Context: an optimization exercise on an open-source flow, tuned for small area, a short achievable clock period and few clock cycles. The choices shown serve that exercise and are no tape-out recipe.
RTL that was checked went through simulation tests only; none was proved equivalent to the original.

==> inputs of v8 <==
==> flow/design.v (excerpt) <==
module fpmc_lutprog (
    input  wire        clk,
    input  wire        rst,           
    input  wire        cmd_valid,
    output wire        cmd_ready,
    input  wire [1:0]  cmd_variant,   
    input  wire [1:0]  cmd_role,      
    input  wire        cmd_fr,        
    input  wire        cmd_active,    
    input  wire        cmd_present,   
    input  wire [31:0] cmd_base,      
    input  wire [31:0] cmd_len,       
    input  wire [15:0] cmd_n,         
    output wire        mem_req_valid,
    input  wire        mem_req_ready,
    output wire [31:0] mem_addr,
    input  wire        mem_rvalid,
    input  wire [47:0] mem_rdata,
    output wire        ev_valid,
    input  wire        ev_ready,
    output wire [1:0]  ev_kind,       
    output wire [16:0] ev_index,
    output wire [31:0] ev_data,
    output wire        res_valid,
    input  wire        res_ready,
    output wire [3:0]  res_code,
    output wire [17:0] res_wcount
);
clock: 10.0 ns
lec_check: 0
cap_margin: 20
core_margin: 2
core_utilization: 40
place_density: 0.6
slew_margin: 20
run.sh (not shown) runs the stock make flow with config.mk's settings and CLKGATE_MAP_FILE= SYNTH_SCRIPT=/design/flow/synth_recipe.tcl, a recipe that flattens the netlist after the stock synthesis.
==> v25 (differences from v8) <==
--- a/flow/design.v
+++ b/flow/design.v
@@ -57,39 +57,38 @@
     reg [16:0] rrem;        
     reg [2:0]  outs;        
     reg        flush;       
     reg [2:0]  ucnt;        
     reg [1:0]  rph;         
     reg [3:0]  cnt;
-    reg [17:0] e;           
+    reg [16:0] e;           
     reg [16:0] rs;          
     reg [17:0] rsm;         
     reg [13:0] qs;          
-    reg        cy;          
-    reg [1:0]  g2;          
     wire        ofree = !ev_v || ev_ready;
     wire        arrv  = mem_rvalid;
     wire        fire  = mreq && mem_req_ready;
     wire        take_arr = lact && arrv && !flush && ofree && !half;
     wire        drop     = lact && arrv && !flush && !(ofree && !half);
     wire        wav = busy && go && !wend &&
-                      (half || (k_lut ? (arrv && !flush) : (rph == 2'd3 || gph)));
+                      (half || (k_lut ? (arrv && !flush) : (rph == 2'd2 || gph)));
     wire        ld  = ofree && wav;
     wire        gfirst = gph && (ev_k != 2'd3);
     wire [16:0] ev_i_inc = ev_i + 17'd1;
     wire [16:0] lastw = f_v3 ? {nm1, 1'b1} : {1'b0, nm1};
     wire        lastm = (ev_i_inc == lastw);
-    wire        gmk   = (ev_k == 2'd3);
-    wire [18:0] t_s  = {1'b0, e} + {1'b0, rsm};
+    wire [16:0] den  = {nm1, 1'b0};
+    wire        div_ph  = (rph == 2'd0);
+    wire        dbit = (cnt != 4'd0);
+    wire [17:0] t_a  = div_ph ? {e, dbit} : {1'b0, e};
+    wire [18:0] t_s  = {1'b0, t_a} + {1'b0, rsm} + {18'd0, (rph != 2'd2)};
     wire [17:0] t    = t_s[17:0];
     wire        t_co = t_s[18];
-    wire [16:0] u    = e[16:0] + rs;
-    wire [16:0] nr   = t_co ? t[16:0] : e[16:0];
+    wire [16:0] u    = e + rs;
     wire [13:0] q_cur = {ev_d[13:10] & {4{f_v3}}, ev_d[9:8] & {2{!k_pal}}, ev_d[7:0]};
-    wire [14:0] q_add = {q_cur, 1'b1} + {qs, cy};
-    wire [13:0] q_nxt = stp ? q_add[14:1] : 14'd0;
+    wire [13:0] q_nxt = stp ? (q_cur + qs + {13'd0, t_co}) : 14'd0;
     wire [15:0] mr = mem_rdata[15:0];
     wire [15:0] mg = mem_rdata[31:16];
     wire [15:0] mb = mem_rdata[47:32];
     wire        d14 = f_v3 && !k_gam;
     wire [13:0] xr = k_pal ? {6'd0, mr[15:8]} : d14 ? mr[15:2] : {4'd0, mr[15:6]};
     wire [13:0] xg = k_pal ? {6'd0, mg[15:8]} : d14 ? mg[15:2] : {4'd0, mg[15:6]};
@@ -101,13 +100,13 @@
     always @(*) begin
         if (gph) begin
             if (!k_lut)
                 d_nxt = {14'd0, 16'hFFFF};
             else if (gfirst)
                 d_nxt = {14'd0, mr};
-            else if (!g2[0])
+            else if (!ev_i[0])
                 d_nxt = {14'd0, mg};
             else
                 d_nxt = {14'd0, mb};
         end else if (half) begin
             d_nxt = {16'd0, k_lut ? rs[13:0] : ev_d[13:0]};
         end else if (k_pal) begin
@@ -121,21 +120,20 @@
     wire        pos2 = !rrem[16] && (rrem[15:1] != 15'd0);    
     wire        pos1 = !rrem[16] && (rrem[15:0] != 16'd0);    
     wire        unreq = flush && (outs == 3'd0) && !mreq && (ucnt != 3'd0);
     wire [16:0] stop0 = gmx ? 17'h1FFFD : 17'd0;
     wire [16:0] stop1 = gmx ? 17'h1FFFE : 17'd1;
     wire        more_n = fire ? (rrem != stop1) : (rrem != stop0);
-    wire [16:0] rrem_s = rrem + {{16{!unreq}}, 1'b1};
-    wire [28:0] raddr_s = raddr[31:3] + {{28{unreq}}, 1'b1};
     wire [2:0]  outs_n = outs + {2'd0, fire} - {2'd0, arrv};
     wire        flush_n = (flush || drop) &&
                           !(flush && (outs == 3'd0) && !mreq && (ucnt == 3'd0));
     wire        wcomp = wend && ev_v && ev_ready;
     wire        res_free = !res_v || res_ready;
     wire        pst = busy && (!go || wcomp || fin) && res_free;
-    wire [17:0] wc = go ? {1'b0, ev_i_inc} : 18'd0;
+    wire [16:0] wc_inc = {1'b0, nm1} + (gmx ? 17'd4 : 17'd1);
+    wire [17:0] wc = !go ? 18'd0 : f_v3 ? {wc_inc, 1'b0} : {1'b0, wc_inc};
     always @(posedge clk) begin
         if (rst) begin
             busy  <= 1'b0;
             fin   <= 1'b0;
             ev_v  <= 1'b0;
             res_v <= 1'b0;
@@ -188,53 +186,51 @@
             half    <= 1'b0;
             gph     <= 1'b0;
             wend    <= 1'b0;
             stp     <= 1'b0;
             rph     <= 2'd0;
             cnt     <= c_pal ? 4'd8 : (cmd_variant == 2'd3 && cmd_role == 2'd0) ? 4'd14 : 4'd10;
-            e       <= 18'd1;
+            e       <= 17'd0;
             qs      <= 14'd0;
             rsm     <= ~{1'b0, c_nm1, 1'b0};
         end else begin
-            if (fire || unreq)
-                rrem <= rrem_s;
-            if ((fire && pos2) || (unreq && pos1))
-                raddr[31:3] <= raddr_s;
+            if (fire) begin
+                rrem <= rrem - 17'd1;
+                if (pos2) raddr[31:3] <= raddr[31:3] + 29'd1;
+            end else if (unreq) begin
+                rrem <= rrem + 17'd1;
+                if (pos1) raddr[31:3] <= raddr[31:3] - 29'd1;
+            end
             if (ld) begin
-                ev_i <= ev_i_inc;
-                g2   <= gfirst ? 2'd0 : g2 + 2'd1;
+                ev_i <= gfirst ? 17'd0 : ev_i_inc;
                 if (gfirst) ev_k <= 2'd3;
                 if (gph) begin
-                    if (!gfirst && g2[0]) wend <= 1'b1;
+                    if (!gfirst && ev_i[0]) wend <= 1'b1;
                 end else begin
                     half <= f_v3 && !half;
                     if (lastm) begin
                         if (gmx) gph <= 1'b1;
                         else     wend <= 1'b1;
                     end
                 end
                 if (!half && !gph && !k_lut) begin
                     stp <= 1'b1;
-                    e   <= t_co ? t : {1'b0, u};
-                    cy  <= t_co;
+                    if (stp) e <= t_co ? t[16:0] : u;
                 end
             end
             if (!k_lut) begin
                 if (rph == 2'd0) begin
-                    rsm <= t;                    
-                    rph <= 2'd1;
-                end else if (rph == 2'd1) begin
-                    e   <= (cnt == 4'd0) ? {1'b0, nr} : {nr, (cnt >= 4'd2)};
+                    e   <= t_co ? t[16:0] : {e[15:0], dbit};
                     qs  <= {qs[12:0], t_co};
                     cnt <= cnt - 4'd1;
-                    if (cnt == 4'd0) rph <= 2'd2;
-                end else if (rph == 2'd2) begin
-                    rs  <= e[16:0];
+                    if (cnt == 4'd0) rph <= 2'd1;
+                end else if (rph == 2'd1) begin
+                    rs  <= e;
                     rsm <= t;
-                    e   <= {2'b0, nm1};
-                    rph <= 2'd3;
+                    e   <= {1'b0, nm1};
+                    rph <= 2'd2;
                 end
             end
         end
         if (ofree)
             ev_d <= d_nxt;
         if (busy && k_lut && ofree && !half)
@@ -246,12 +242,12 @@
     end
     assign cmd_ready     = !busy;
     assign mem_req_valid = mreq;
     assign mem_addr      = raddr;
     assign ev_valid      = ev_v;
     assign ev_kind       = ev_k;
-    assign ev_index      = gmk ? {15'd0, g2} : ev_i;
+    assign ev_index      = ev_i;
     assign ev_data       = {2'b00, ev_d};
     assign res_valid     = res_v;
     assign res_code      = {1'b0, res_c, 1'b0};
     assign res_wcount    = res_w;
 endmodule
==> impl_metrics.toml <==
[timing]
tightest_slew_ns = 0.977
max_slew_margin = 0.345
timing.final.crit_share = 0.625

[clock_network]
clock_sinks = 231

[worst_setup_path]
rrSetupSlack_ns = 3.75
cp-startpoint = "rph[0]"
critPathCapture = "ev_d[10]"

[status]
outcome = "no timing/DRC/antenna violations"

[floorplan]
die_height_um = 214

[logic_synthesis]
synth_common_cells = "229 x nand2_1, 182 x a21oi_1, 181 x nor2_1"

[finish]
final_core_util = 0.498
nNetsFinal = 2482
That was v25.
==> impl_metrics.toml <==
[floorplan]
die_height_um = 213

[finish]
nNetsFinal = 2423
final_core_util = 0.497

[route]
routed.top_layer = "met5"

[logic_synthesis]
syn-instance-count = 1974
synth_common_cells = "206 x nand2_1, 176 x nor2_1, 164 x edfxtp_1"

[timing]
max_slew_margin = 0.265
timing.final.crit_share = 0.486

[status]
outcome = "no timing/DRC/antenna violations"

[worst_setup_path]
critPathCapture = "raddr[24]"
rrSetupSlack_ns = 5.14

[clock_network]
clock_sinks = 234
That was v8.
Testbench counts of v8, summed over its fixed seeds: cycles 37,671.
Testbench counts of v25, summed over its fixed seeds: cycles 37,618.

---

==> run a <==
==> flow/design.v <==
module fpmc_lutprog (
    input  wire        clk,
    input  wire        rst,           
    input  wire        cmd_valid,
    output wire        cmd_ready,
    input  wire [1:0]  cmd_variant,   
    input  wire [1:0]  cmd_role,      
    input  wire        cmd_fr,        
    input  wire        cmd_active,    
    input  wire        cmd_present,   
    input  wire [31:0] cmd_base,      
    input  wire [31:0] cmd_len,       
    input  wire [15:0] cmd_n,         
    output wire        mem_req_valid,
    input  wire        mem_req_ready,
    output wire [31:0] mem_addr,
    input  wire        mem_rvalid,
    input  wire [47:0] mem_rdata,
    output wire        ev_valid,
    input  wire        ev_ready,
    output wire [1:0]  ev_kind,       
    output wire [16:0] ev_index,
    output wire [31:0] ev_data,
    output wire        res_valid,
    input  wire        res_ready,
    output wire [3:0]  res_code,
    output wire [17:0] res_wcount
);
    reg        busy;        
    reg        res_v;
    reg        k_pal, k_ill, k_gam, k_v2, k_v3, k_act, k_lut, k_nlt2, k_leneq;
    reg [15:0] nm1;         
    reg        ev_v;
    reg [29:0] ev_d;
    reg [16:0] ev_i;        
    reg [1:0]  ev_k;
    reg [1:0]  g2;          
    reg        gl;          
    reg        half;        
    reg        gph;         
    reg        wend;        
    reg        stp;         
    reg        mreq;
    reg [31:0] raddr;
    reg [16:0] rrem;        
    reg [2:0]  outs;        
    reg        flush;       
    reg [2:0]  ucnt;        
    reg        rw;          
    reg [1:0]  rc;          
    reg [1:0]  rph;         
    reg [3:0]  cnt;
    reg [17:0] e;           
    reg [16:0] rs;          
    reg [17:0] rsm;         
    reg [13:0] qs;          
    reg        cy;          
    wire        c_pal   = (cmd_role == 2'd2);
    wire [15:0] c_nm1   = c_pal ? 16'd255 : (cmd_n - 16'd1);
    wire [16:0] c_n     = c_pal ? 17'd256 : {1'b0, cmd_n};
    wire        c_leneq = (cmd_len[2:0] == 3'd0) && (cmd_len[31:19] == 13'd0) &&
                          (cmd_len[18:3] == (c_pal ? 16'd256 : cmd_n));
    wire [1:0]  c_kind  = c_pal ? 2'd0 : (cmd_role == 2'd1) ? 2'd2 : 2'd1;
    wire [3:0]  c_cnt   = c_pal ? 4'd8 : (cmd_variant == 2'd3 && cmd_role == 2'd0) ? 4'd14 : 4'd10;
    wire ok   = !k_ill && (k_pal || ((k_v2 || k_v3) && !k_nlt2)) && (!k_lut || k_leneq);
    wire go   = ok && k_act;
    wire f_v3 = !k_pal && k_v3;
    wire gmx  = !k_pal && k_v2 && k_gam;       
    wire d14  = f_v3 && !k_gam;
    wire lact = busy && go && k_lut;            
    wire ract = busy && go && !k_lut;           
    wire gmk  = (ev_k == 2'd3);
    wire ofree = !ev_v || ev_ready;
    wire cons  = ev_v && ev_ready;
    wire arrv  = mem_rvalid;
    wire fire  = mreq && mem_req_ready;
    wire rstep  = ract && !wend && (rph == 2'd3) && !half && !gph;      
    wire rwav   = ract && !wend && (half || gph || (rph == 2'd3));
    wire lhalf  = lact && !wend && half;
    wire larr   = lact && !wend && !half && !flush;
    wire ld     = ofree && (rwav || lhalf || (larr && arrv));
    wire drop   = lact && arrv && !flush && !(ofree && !half);
    wire [16:0] ev_i_inc = ev_i + 17'd1;
    wire [16:0] lastw = f_v3 ? {nm1, 1'b1} : {1'b0, nm1};
    wire        lastm = ev_v ? (ev_i_inc == lastw) : (ev_i == lastw);
    wire        wlast = gph ? (gmk && gl) : (lastm && !gmx);
    wire [18:0] t_s  = {1'b0, e} + {1'b0, rsm};
    wire [17:0] t    = t_s[17:0];
    wire        t_co = t_s[18];
    wire [16:0] u    = e[16:0] + rs;
    wire [16:0] nr   = t_co ? t[16:0] : e[16:0];
    wire [13:0] q_cur = {ev_d[13:10] & {4{f_v3}}, ev_d[9:8] & {2{!k_pal}}, ev_d[7:0]};
    wire [14:0] q_add = {q_cur, 1'b1} + {qs, cy};
    wire [13:0] q_nxt = stp ? q_add[14:1] : 14'd0;
    reg  [17:0] e_nxt;
    always @(*) begin
        case (rph)
            2'd1:    e_nxt = (cnt == 4'd0) ? {1'b0, nr} : {nr, (cnt >= 4'd2)};
            2'd2:    e_nxt = {2'b0, nm1};
            default: e_nxt = t_co ? t : {1'b0, u};
        endcase
    end
    wire e_en_early = !busy || (!k_lut && (rph == 2'd1 || rph == 2'd2));
    wire [15:0] mr = mem_rdata[15:0];
    wire [15:0] mg = mem_rdata[31:16];
    wire [15:0] mb = mem_rdata[47:32];
    wire [13:0] xr = k_pal ? {6'd0, mr[15:8]} : d14 ? mr[15:2] : {4'd0, mr[15:6]};
    wire [13:0] xg = k_pal ? {6'd0, mg[15:8]} : d14 ? mg[15:2] : {4'd0, mg[15:6]};
    wire [13:0] xb = k_pal ? {6'd0, mb[15:8]} : d14 ? mb[15:2] : {4'd0, mb[15:6]};
    wire [13:0] cr = k_lut ? xr : q_nxt;
    wire [13:0] cg = k_lut ? xg : q_nxt;
    wire [13:0] cb = k_lut ? xb : q_nxt;
    reg  [29:0] d_nxt;
    always @(*) begin
        if (gph) begin
            if (!k_lut)
                d_nxt = {14'd0, 16'hFFFF};
            else if (!gmk)
                d_nxt = {14'd0, mr};
            else if (!gl)
                d_nxt = {14'd0, mg};
            else
                d_nxt = {14'd0, mb};
        end else if (half) begin
            d_nxt = {16'd0, k_lut ? rs[13:0] : ev_d[13:0]};
        end else if (k_pal) begin
            d_nxt = {6'd0, cr[7:0], cg[7:0], cb[7:0]};
        end else if (f_v3) begin
            d_nxt = {cg, 2'd0, cb};
        end else begin
            d_nxt = {cr[9:0], cg[9:0], cb[9:0]};
        end
    end
    wire        pos2   = !rrem[16] && (rrem[15:1] != 15'd0);    
    wire        pos1   = !rrem[16] && (rrem[15:0] != 16'd0);    
    wire        unreq  = rw && (ucnt != 3'd0);
    wire [16:0] stop0  = gmx ? 17'h1FFFD : 17'd0;
    wire [16:0] stop1  = gmx ? 17'h1FFFE : 17'd1;
    wire        more_n = fire ? (rrem != stop1) : (rrem != stop0);
    wire [16:0] rrem_s = rrem + {{16{!rw}}, 1'b1};
    wire [28:0] raddr_s = raddr[31:3] + {{28{rw}}, 1'b1};
    wire [2:0]  outs_n = (fire && !arrv) ? outs + 3'd1 :
                         (!fire && arrv) ? outs - 3'd1 : outs;
    wire        flush_n = (flush || drop) && !(rw && (ucnt == 3'd0));
    wire        mreq_n  = (mreq && !mem_req_ready) ||
                          (lact && !flush_n && more_n && !outs_n[2] && !(f_v3 && fire));
    always @(posedge clk) begin
        if (rst) begin
            busy  <= 1'b0;
            res_v <= 1'b0;
            ev_v  <= 1'b0;
            mreq  <= 1'b0;
            outs  <= 3'd0;
            flush <= 1'b0;
            ucnt  <= 3'd0;
            rw    <= 1'b0;
        end else begin
            busy  <= busy ? !(res_v && res_ready) : cmd_valid;
            res_v <= res_v ? !res_ready : (busy && (!go || (wend && cons)));
            ev_v  <= ld || (ev_v && !ev_ready);
            outs  <= outs_n;
            flush <= flush_n;
            if (unreq)
                ucnt <= ucnt - 3'd1;
            else if (drop || (flush && arrv))
                ucnt <= ucnt + 3'd1;
            mreq  <= mreq_n;
            rw    <= flush_n && (outs_n == 3'd0) && !mreq_n;
        end
        if (!busy) begin
            k_pal   <= c_pal;
            k_ill   <= (cmd_role == 2'd3);
            k_gam   <= (cmd_role == 2'd1);
            k_v2    <= (cmd_variant == 2'd2);
            k_v3    <= (cmd_variant == 2'd3);
            k_act   <= cmd_active;
            k_lut   <= cmd_present && !cmd_fr;
            k_nlt2  <= (cmd_n[15:1] == 15'd0);
            k_leneq <= c_leneq;
            nm1     <= c_nm1;
            cnt     <= c_cnt;
        end else if (rph == 2'd1) begin
            cnt     <= cnt - 4'd1;
        end
        if (ofree)
            ev_d <= d_nxt;
        if (!res_v)
            rc <= {!ok && !k_ill, !ok};
        if (!busy || cons)
            ev_i <= busy ? ev_i_inc : 17'd0;
        if (!busy || (ld && gph))
            ev_k <= busy ? 2'd3 : c_kind;
        if (!busy || (cons && gmk))
            g2 <= busy ? g2 + 2'd1 : 2'd0;
        if (!busy || (ld && gph && gmk))
            gl <= busy;
        if (!busy || (ld && !gph))
            half <= busy && f_v3 && !half;
        if (!busy || (ld && !gph && lastm && gmx))
            gph <= busy;
        if (!busy || (ld && wlast))
            wend <= busy;
        if (!busy || (ofree && rstep))
            stp <= busy;
        if (ofree && rstep)
            cy <= t_co;
        if (e_en_early || (ofree && rstep))
            e <= busy ? e_nxt : 18'd1;
        if (!busy || (!k_lut && (rph == 2'd0 || rph == 2'd2)))
            rsm <= busy ? t : ~{1'b0, c_nm1, 1'b0};
        if (!busy || (!k_lut && rph == 2'd1))
            qs <= busy ? {qs[12:0], t_co} : 14'd0;
        if (!busy)
            rph <= 2'd0;
        else if (!k_lut && (rph != 2'd1 || cnt == 4'd0) && rph != 2'd3)
            rph <= rph + 2'd1;
        if ((busy && !k_lut && rph == 2'd2) || (ofree && lact && !half))
            rs <= k_lut ? {3'd0, d14 ? mr[15:2] : {4'd0, mr[15:6]}} : e[16:0];
        if (!busy || fire || unreq)
            rrem <= busy ? rrem_s : c_n;
        if (!busy || (fire && pos2) || (unreq && pos1))
            raddr <= busy ? {raddr_s, raddr[2:0]} : cmd_base;
    end
    assign cmd_ready     = !busy;
    assign mem_req_valid = mreq;
    assign mem_addr      = raddr;
    assign ev_valid      = ev_v;
    assign ev_kind       = ev_k;
    assign ev_index      = gmk ? {15'd0, g2} : ev_i;
    assign ev_data       = {2'b00, ev_d};
    assign res_valid     = res_v;
    assign res_code      = {1'b0, rc, 1'b0};
    assign res_wcount    = {1'b0, ev_i};
endmodule
==> flow/run.sh <==
#!/bin/bash
# synth_recipe.tcl (not shown) runs the flow's synth.tcl, then flattens the netlist and writes it again
# the make line also repeats each setting of config.mk as NAME=value (left out here)
make -C /OpenROAD-flow-scripts/flow DESIGN_CONFIG=/design/flow/config.mk WORK_HOME=/design/flow/orfs CLKGATE_MAP_FILE= SYNTH_SCRIPT=/design/flow/synth_recipe.tcl finish
==> flow/config.mk <==
export PLATFORM = sky130hd
export DESIGN_NAME = fpmc_lutprog
export DESIGN_NICKNAME = fpmc_lutprog
export VERILOG_FILES = /design/flow/design.v
export SDC_FILE = /design/flow/constraint.sdc
export NUM_CORES = 4
export LEC_CHECK = 0
export CAP_MARGIN = 20
export CORE_MARGIN = 2
export CORE_UTILIZATION = 40
export PLACE_DENSITY = 0.6
export SLEW_MARGIN = 20
==> flow/constraint.sdc <==
create_clock -name core_clock -period 10.0 [get_ports {clk}]
set_input_delay 2.0000 -clock core_clock [delete_from_list [all_inputs] [get_ports {clk}]]
set_output_delay 2.0000 -clock core_clock [all_outputs]
set_load 0.01 [all_outputs]
==> run b (differences from run a) <==
--- a/flow/design.v
+++ b/flow/design.v
@@ -43,4 +43,6 @@
     reg        mreq;
-    reg [31:0] raddr;
-    reg [16:0] rrem;        
+    reg [10:0] ahi;         
+    reg [2:0]  alo;         
+    reg [17:0] ax;
+    reg [16:0] rr;
     reg [2:0]  outs;        
@@ -53,7 +55,10 @@
     reg [17:0] e;           
-    reg [16:0] rs;          
-    reg [17:0] rsm;         
-    reg [13:0] qs;          
+    reg [13:0] qs;
+    wire [16:0] rs   = rr;           
+    wire [17:0] rsm  = ax;           
+    wire [16:0] rrem = rr;
+    wire [31:0] raddr = {ahi, ax, alo};
     reg        cy;          
     wire        c_pal   = (cmd_role == 2'd2);
+    wire        c_lut   = cmd_present && !cmd_fr;
     wire [15:0] c_nm1   = c_pal ? 16'd255 : (cmd_n - 16'd1);
@@ -124,3 +129,3 @@
         end else if (half) begin
-            d_nxt = {16'd0, k_lut ? rs[13:0] : ev_d[13:0]};
+            d_nxt = {16'd0, k_lut ? qs : ev_d[13:0]};
         end else if (k_pal) begin
@@ -208,6 +213,8 @@
             e <= busy ? e_nxt : 18'd1;
-        if (!busy || (!k_lut && (rph == 2'd0 || rph == 2'd2)))
-            rsm <= busy ? t : ~{1'b0, c_nm1, 1'b0};
-        if (!busy || (!k_lut && rph == 2'd1))
-            qs <= busy ? {qs[12:0], t_co} : 14'd0;
+        if (!busy || (k_lut ? ((fire && pos2) || (unreq && pos1)) : (rph == 2'd0 || rph == 2'd2)))
+            ax <= !busy ? (c_lut ? cmd_base[20:3] : ~{1'b0, c_nm1, 1'b0}) :
+                  k_lut ? raddr_s[17:0] : t;
+        if (!busy || (k_lut ? (ofree && lact && !half) : (rph == 2'd1)))
+            qs <= !busy ? 14'd0 :
+                  k_lut ? (d14 ? mr[15:2] : {4'd0, mr[15:6]}) : {qs[12:0], t_co};
         if (!busy)
@@ -216,8 +223,8 @@
             rph <= rph + 2'd1;
-        if ((busy && !k_lut && rph == 2'd2) || (ofree && lact && !half))
-            rs <= k_lut ? {3'd0, d14 ? mr[15:2] : {4'd0, mr[15:6]}} : e[16:0];
-        if (!busy || fire || unreq)
-            rrem <= busy ? rrem_s : c_n;
+        if (!busy || (k_lut ? (fire || unreq) : (rph == 2'd2)))
+            rr <= !busy ? c_n : k_lut ? rrem_s : e[16:0];
         if (!busy || (fire && pos2) || (unreq && pos1))
-            raddr <= busy ? {raddr_s, raddr[2:0]} : cmd_base;
+            ahi <= busy ? raddr_s[28:18] : cmd_base[31:21];
+        if (!busy)
+            alo <= cmd_base[2:0];
     end
==> flow/flow/run.sh (new file) <==
#!/bin/bash
# Layout flow: the standard ORFS flow (standard.sh, unchanged synthesis),
# with the port buffers that global placement inserts made of a plain
# sky130_fd_sc_hd__buf_2 instead of the delay-cell buffer it picks by default.
# make's full output goes to flow_standard.log; ORFS keeps each step's log
# under orfs/logs/.
set -o pipefail
export BUFFER_PORTS_ARGS="-buffer_cell sky130_fd_sc_hd__buf_2"
bash standard.sh > flow_standard.log 2>&1
st=$?
tail -3 flow_standard.log
exit $st
==> flow/standard.sh (new file) <==
#!/bin/bash
# synth_recipe.tcl (not shown) runs the flow's synth.tcl, then flattens the netlist and writes it again
# the make line also repeats each setting of config.mk as NAME=value (left out here)
make -C /OpenROAD-flow-scripts/flow DESIGN_CONFIG=/design/flow/config.mk WORK_HOME=/design/flow/orfs CLKGATE_MAP_FILE= SYNTH_SCRIPT=/design/flow/synth_recipe.tcl "${@:-finish}"
removed: flow/run.sh
==> run c (differences from run a) <==
--- a/flow/design.v
+++ b/flow/design.v
@@ -43,4 +43,6 @@
     reg        mreq;
-    reg [31:0] raddr;
-    reg [16:0] rrem;        
+    reg [10:0] ahi;         
+    reg [2:0]  alo;         
+    reg [17:0] ax;
+    reg [16:0] rr;
     reg [2:0]  outs;        
@@ -49,11 +51,15 @@
     reg        rw;          
+    reg        crdy;        
+    reg        gsel;        
     reg [1:0]  rc;          
-    reg [1:0]  rph;         
+    reg [2:0]  rph;         
     reg [3:0]  cnt;
-    reg [17:0] e;           
-    reg [16:0] rs;          
-    reg [17:0] rsm;         
-    reg [13:0] qs;          
-    reg        cy;          
+    reg [18:0] f;           
+    reg [13:0] qs;
+    wire [16:0] rs   = rr;           
+    wire [17:0] rsm  = ax;           
+    wire [16:0] rrem = rr;
+    wire [31:0] raddr = {ahi, ax, alo};
     wire        c_pal   = (cmd_role == 2'd2);
+    wire        c_lut   = cmd_present && !cmd_fr;
     wire [15:0] c_nm1   = c_pal ? 16'd255 : (cmd_n - 16'd1);
@@ -76,4 +82,6 @@
     wire fire  = mreq && mem_req_ready;
-    wire rstep  = ract && !wend && (rph == 2'd3) && !half && !gph;      
-    wire rwav   = ract && !wend && (half || gph || (rph == 2'd3));
+    wire rdy    = (rph == 3'd5);
+    wire rstep  = ract && !wend && rdy && !half && !gph && stp;         
+    wire rmain  = ract && !wend && rdy && !half && !gph;                
+    wire rwav   = ract && !wend && (half || gph || rdy);
     wire lhalf  = lact && !wend && half;
@@ -86,19 +94,20 @@
     wire        wlast = gph ? (gmk && gl) : (lastm && !gmx);
-    wire [18:0] t_s  = {1'b0, e} + {1'b0, rsm};
-    wire [17:0] t    = t_s[17:0];
-    wire        t_co = t_s[18];
-    wire [16:0] u    = e[16:0] + rs;
-    wire [16:0] nr   = t_co ? t[16:0] : e[16:0];
+    wire        fneg = f[18];
+    wire        stepm = (rph >= 3'd4);                     
+    wire [18:0] bop  = !fneg ? {rsm[17], rsm} :
+                       stepm ? {2'b0, rs} : {2'b0, nm1, 1'b0};
+    wire [18:0] sf   = f + bop;
     wire [13:0] q_cur = {ev_d[13:10] & {4{f_v3}}, ev_d[9:8] & {2{!k_pal}}, ev_d[7:0]};
-    wire [14:0] q_add = {q_cur, 1'b1} + {qs, cy};
+    wire [14:0] q_add = {q_cur, 1'b1} + {qs, !fneg};
     wire [13:0] q_nxt = stp ? q_add[14:1] : 14'd0;
-    reg  [17:0] e_nxt;
+    reg  [18:0] f_nxt;
     always @(*) begin
         case (rph)
-            2'd1:    e_nxt = (cnt == 4'd0) ? {1'b0, nr} : {nr, (cnt >= 4'd2)};
-            2'd2:    e_nxt = {2'b0, nm1};
-            default: e_nxt = t_co ? t : {1'b0, u};
+            3'd1:    f_nxt = (cnt == 4'd0) ? sf : {sf[17:0], (cnt >= 4'd2)};
+            3'd2:    f_nxt = fneg ? sf : f;
+            3'd3:    f_nxt = {3'b0, nm1};
+            default: f_nxt = sf;
         endcase
     end
-    wire e_en_early = !busy || (!k_lut && (rph == 2'd1 || rph == 2'd2));
+    wire f_en_early = !busy || (!k_lut && (rph == 3'd1 || rph == 3'd2 || rph == 3'd3 || rph == 3'd4));
     wire [15:0] mr = mem_rdata[15:0];
@@ -124,3 +133,3 @@
         end else if (half) begin
-            d_nxt = {16'd0, k_lut ? rs[13:0] : ev_d[13:0]};
+            d_nxt = {16'd0, k_lut ? qs : ev_d[13:0]};
         end else if (k_pal) begin
@@ -149,2 +158,3 @@
             busy  <= 1'b0;
+            crdy  <= 1'b1;
             res_v <= 1'b0;
@@ -158,2 +168,3 @@
             busy  <= busy ? !(res_v && res_ready) : cmd_valid;
+            crdy  <= busy ? (res_v && res_ready) : !cmd_valid;
             res_v <= res_v ? !res_ready : (busy && (!go || (wend && cons)));
@@ -181,3 +192,3 @@
             cnt     <= c_cnt;
-        end else if (rph == 2'd1) begin
+        end else if (rph == 3'd1) begin
             cnt     <= cnt - 4'd1;
@@ -188,2 +199,4 @@
             rc <= {!ok && !k_ill, !ok};
+        if (!busy || (ld && gph))
+            gsel <= busy;
         if (!busy || cons)
@@ -202,24 +215,24 @@
             wend <= busy;
-        if (!busy || (ofree && rstep))
+        if (!busy || (ofree && rmain))
             stp <= busy;
-        if (ofree && rstep)
-            cy <= t_co;
-        if (e_en_early || (ofree && rstep))
-            e <= busy ? e_nxt : 18'd1;
-        if (!busy || (!k_lut && (rph == 2'd0 || rph == 2'd2)))
-            rsm <= busy ? t : ~{1'b0, c_nm1, 1'b0};
-        if (!busy || (!k_lut && rph == 2'd1))
-            qs <= busy ? {qs[12:0], t_co} : 14'd0;
+        if (f_en_early || (ofree && rstep))
+            f <= busy ? f_nxt : 19'd1;
+        if (!busy || (k_lut ? ((fire && pos2) || (unreq && pos1)) : (rph == 3'd0 || rph == 3'd3)))
+            ax <= !busy ? (c_lut ? cmd_base[20:3] : ~{1'b0, c_nm1, 1'b0}) :
+                  k_lut ? raddr_s[17:0] : sf[17:0];
+        if (!busy || (k_lut ? (ofree && lact && !half) : (rph == 3'd1)))
+            qs <= !busy ? 14'd0 :
+                  k_lut ? (d14 ? mr[15:2] : {4'd0, mr[15:6]}) : {qs[12:0], !sf[18]};
         if (!busy)
-            rph <= 2'd0;
-        else if (!k_lut && (rph != 2'd1 || cnt == 4'd0) && rph != 2'd3)
-            rph <= rph + 2'd1;
-        if ((busy && !k_lut && rph == 2'd2) || (ofree && lact && !half))
-            rs <= k_lut ? {3'd0, d14 ? mr[15:2] : {4'd0, mr[15:6]}} : e[16:0];
-        if (!busy || fire || unreq)
-            rrem <= busy ? rrem_s : c_n;
+            rph <= 3'd0;
+        else if (!k_lut && (rph != 3'd1 || cnt == 4'd0) && !rdy)
+            rph <= rph + 3'd1;
+        if (!busy || (k_lut ? (fire || unreq) : (rph == 3'd2)))
+            rr <= !busy ? c_n : k_lut ? rrem_s : (fneg ? sf[16:0] : f[16:0]);
         if (!busy || (fire && pos2) || (unreq && pos1))
-            raddr <= busy ? {raddr_s, raddr[2:0]} : cmd_base;
+            ahi <= busy ? raddr_s[28:18] : cmd_base[31:21];
+        if (!busy)
+            alo <= cmd_base[2:0];
     end
-    assign cmd_ready     = !busy;
+    assign cmd_ready     = crdy;
     assign mem_req_valid = mreq;
@@ -228,3 +241,3 @@
     assign ev_kind       = ev_k;
-    assign ev_index      = gmk ? {15'd0, g2} : ev_i;
+    assign ev_index      = gsel ? {15'd0, g2} : ev_i;
     assign ev_data       = {2'b00, ev_d};
==> flow/flow/run.sh (new file) <==
#!/bin/bash
# Layout flow: the standard ORFS flow (standard.sh, unchanged synthesis),
# with the port buffers that global placement inserts made of a plain
# sky130_fd_sc_hd__buf_2 instead of the delay-cell buffer it picks by default.
# make's full output goes to flow_standard.log; ORFS keeps each step's log
# under orfs/logs/.
set -o pipefail
export BUFFER_PORTS_ARGS="-buffer_cell sky130_fd_sc_hd__buf_2"
bash standard.sh > flow_standard.log 2>&1
st=$?
tail -3 flow_standard.log
exit $st
==> flow/standard.sh (new file) <==
#!/bin/bash
# synth_recipe.tcl (not shown) runs the flow's synth.tcl, then flattens the netlist and writes it again
# the make line also repeats each setting of config.mk as NAME=value (left out here)
make -C /OpenROAD-flow-scripts/flow DESIGN_CONFIG=/design/flow/config.mk WORK_HOME=/design/flow/orfs CLKGATE_MAP_FILE= SYNTH_SCRIPT=/design/flow/synth_recipe.tcl "${@:-finish}"
removed: flow/run.sh
==> flow_metrics.tcl <==
set metrics [dict create \
    path_delay_family "buffers and inverters" \
    track_usage_pct 24.1 \
    yosys-top-cells-area "edfxtp_1 35%, ha_1 7.5%, nand2_1 4.6%" \
    clk_path_buf_depth 3 \
    yosys-top-cells-count "212 x nand2_1, 204 x edfxtp_1, 176 x nor2_1, 156 x a21oi_1, 121 x o21ai_0" \
    wl_met2_mm 25.9 \
    netlist_area_um2 17300 \
    status "finished clean" \
]
# the run above: run a

==> flow_metrics.tcl <==
set metrics [dict create \
    yosys-top-cells-area "edfxtp_1 32%, ha_1 7.1%, mux2i_1 6.0%" \
    core_um2 38900 \
    clk_path_buf_depth 2 \
    wl_met2_mm 27.5 \
    cts.htree.levels 4 \
    yosys-top-cells-count "217 x nor2_1, 170 x edfxtp_1, 162 x a21oi_1, 159 x nand2_1, 95 x mux2i_1" \
    clock_latency_ps 450 \
    whs_path_depth 2 \
    clock_power_share_pct 17.5 \
    status "finished clean" \
    path_delay_family "compound AO/OA/AOI/OAI gates" \
    switching_share_pct 45.1 \
    rsz0062_at_grt "false" \
]
# the run above: run c

==> flow_metrics.tcl <==
set metrics [dict create \
    wl_met2_mm 25.2 \
    cts_setup_buffers 0 \
    status "finished clean" \
    yosys.area_share.adder_pct 8.64 \
    clk_path_buf_depth 2 \
    p_comb_uw 1940 \
    track_usage_pct 25.3 \
    totalWireLength_mm 54.3 \
    final_cell_mix "245 x buf_2, 192 x nor2_1, 180 x nand2_1" \
    yosys-top-cells-area "edfxtp_1 31%, ha_1 8.0%, xnor2_1 5.5%" \
    path_delay_family "compound AO/OA/AOI/OAI gates" \
    netlist_area_um2 16400 \
]
# the run above: run b

Testbench counts of run b, summed over its fixed seeds: cycles 37,743.
Testbench counts of run c, summed over its fixed seeds: cycles 37,849.
The RTL of run a was laid out without a check of its function.

-- separate check: timing with driven ports --
Ports are ideal in the flow. The routed layouts listed here were re-timed in OpenROAD. Step 1 assumes that a clkbuf_16 drives the clock port and a buf_2 every other input. Step 2 also shifts input and output timing later by t, the mid clock arrival at the registers, as if the neighbouring blocks saw the same clock. a / b / c = ideal ports / drivers / drivers and shift; a / b = the first two.
run | t (ns) | setup WS [ns] | hold slack, ns | clock arrival spread, ns | pins driven straight from the clock port
v8 | 0.619 | 5.138 / 5.138 / 5.000 | 0.475 / 0.475 / 0.475 | 0.014 / 0.014 | 1
v25 | 0.625 | 3.755 / 3.755 / 3.755 | 0.464 / 0.464 / 0.464 | 0.020 / 0.019 | 1
run a | 0.617 | 5.182 / 5.124 / 5.230 | 0.493 / 0.493 / 0.493 | 0.024 / 0.024 | 1
run b | 0.512 | 5.607 / 5.607 / 5.607 | 0.485 / 0.485 / 0.485 | 0.015 / 0.016 | 1
run c | 0.499 | 5.975 / 5.975 / 5.652 | 0.527 / 0.527 / 0.527 | 0.017 / 0.016 | 1
After both steps every run listed still meets setup and hold. For run c, which loses most, drivers alone change the setup slack by 0.000 ns; drivers and shift together by -0.323 ns.
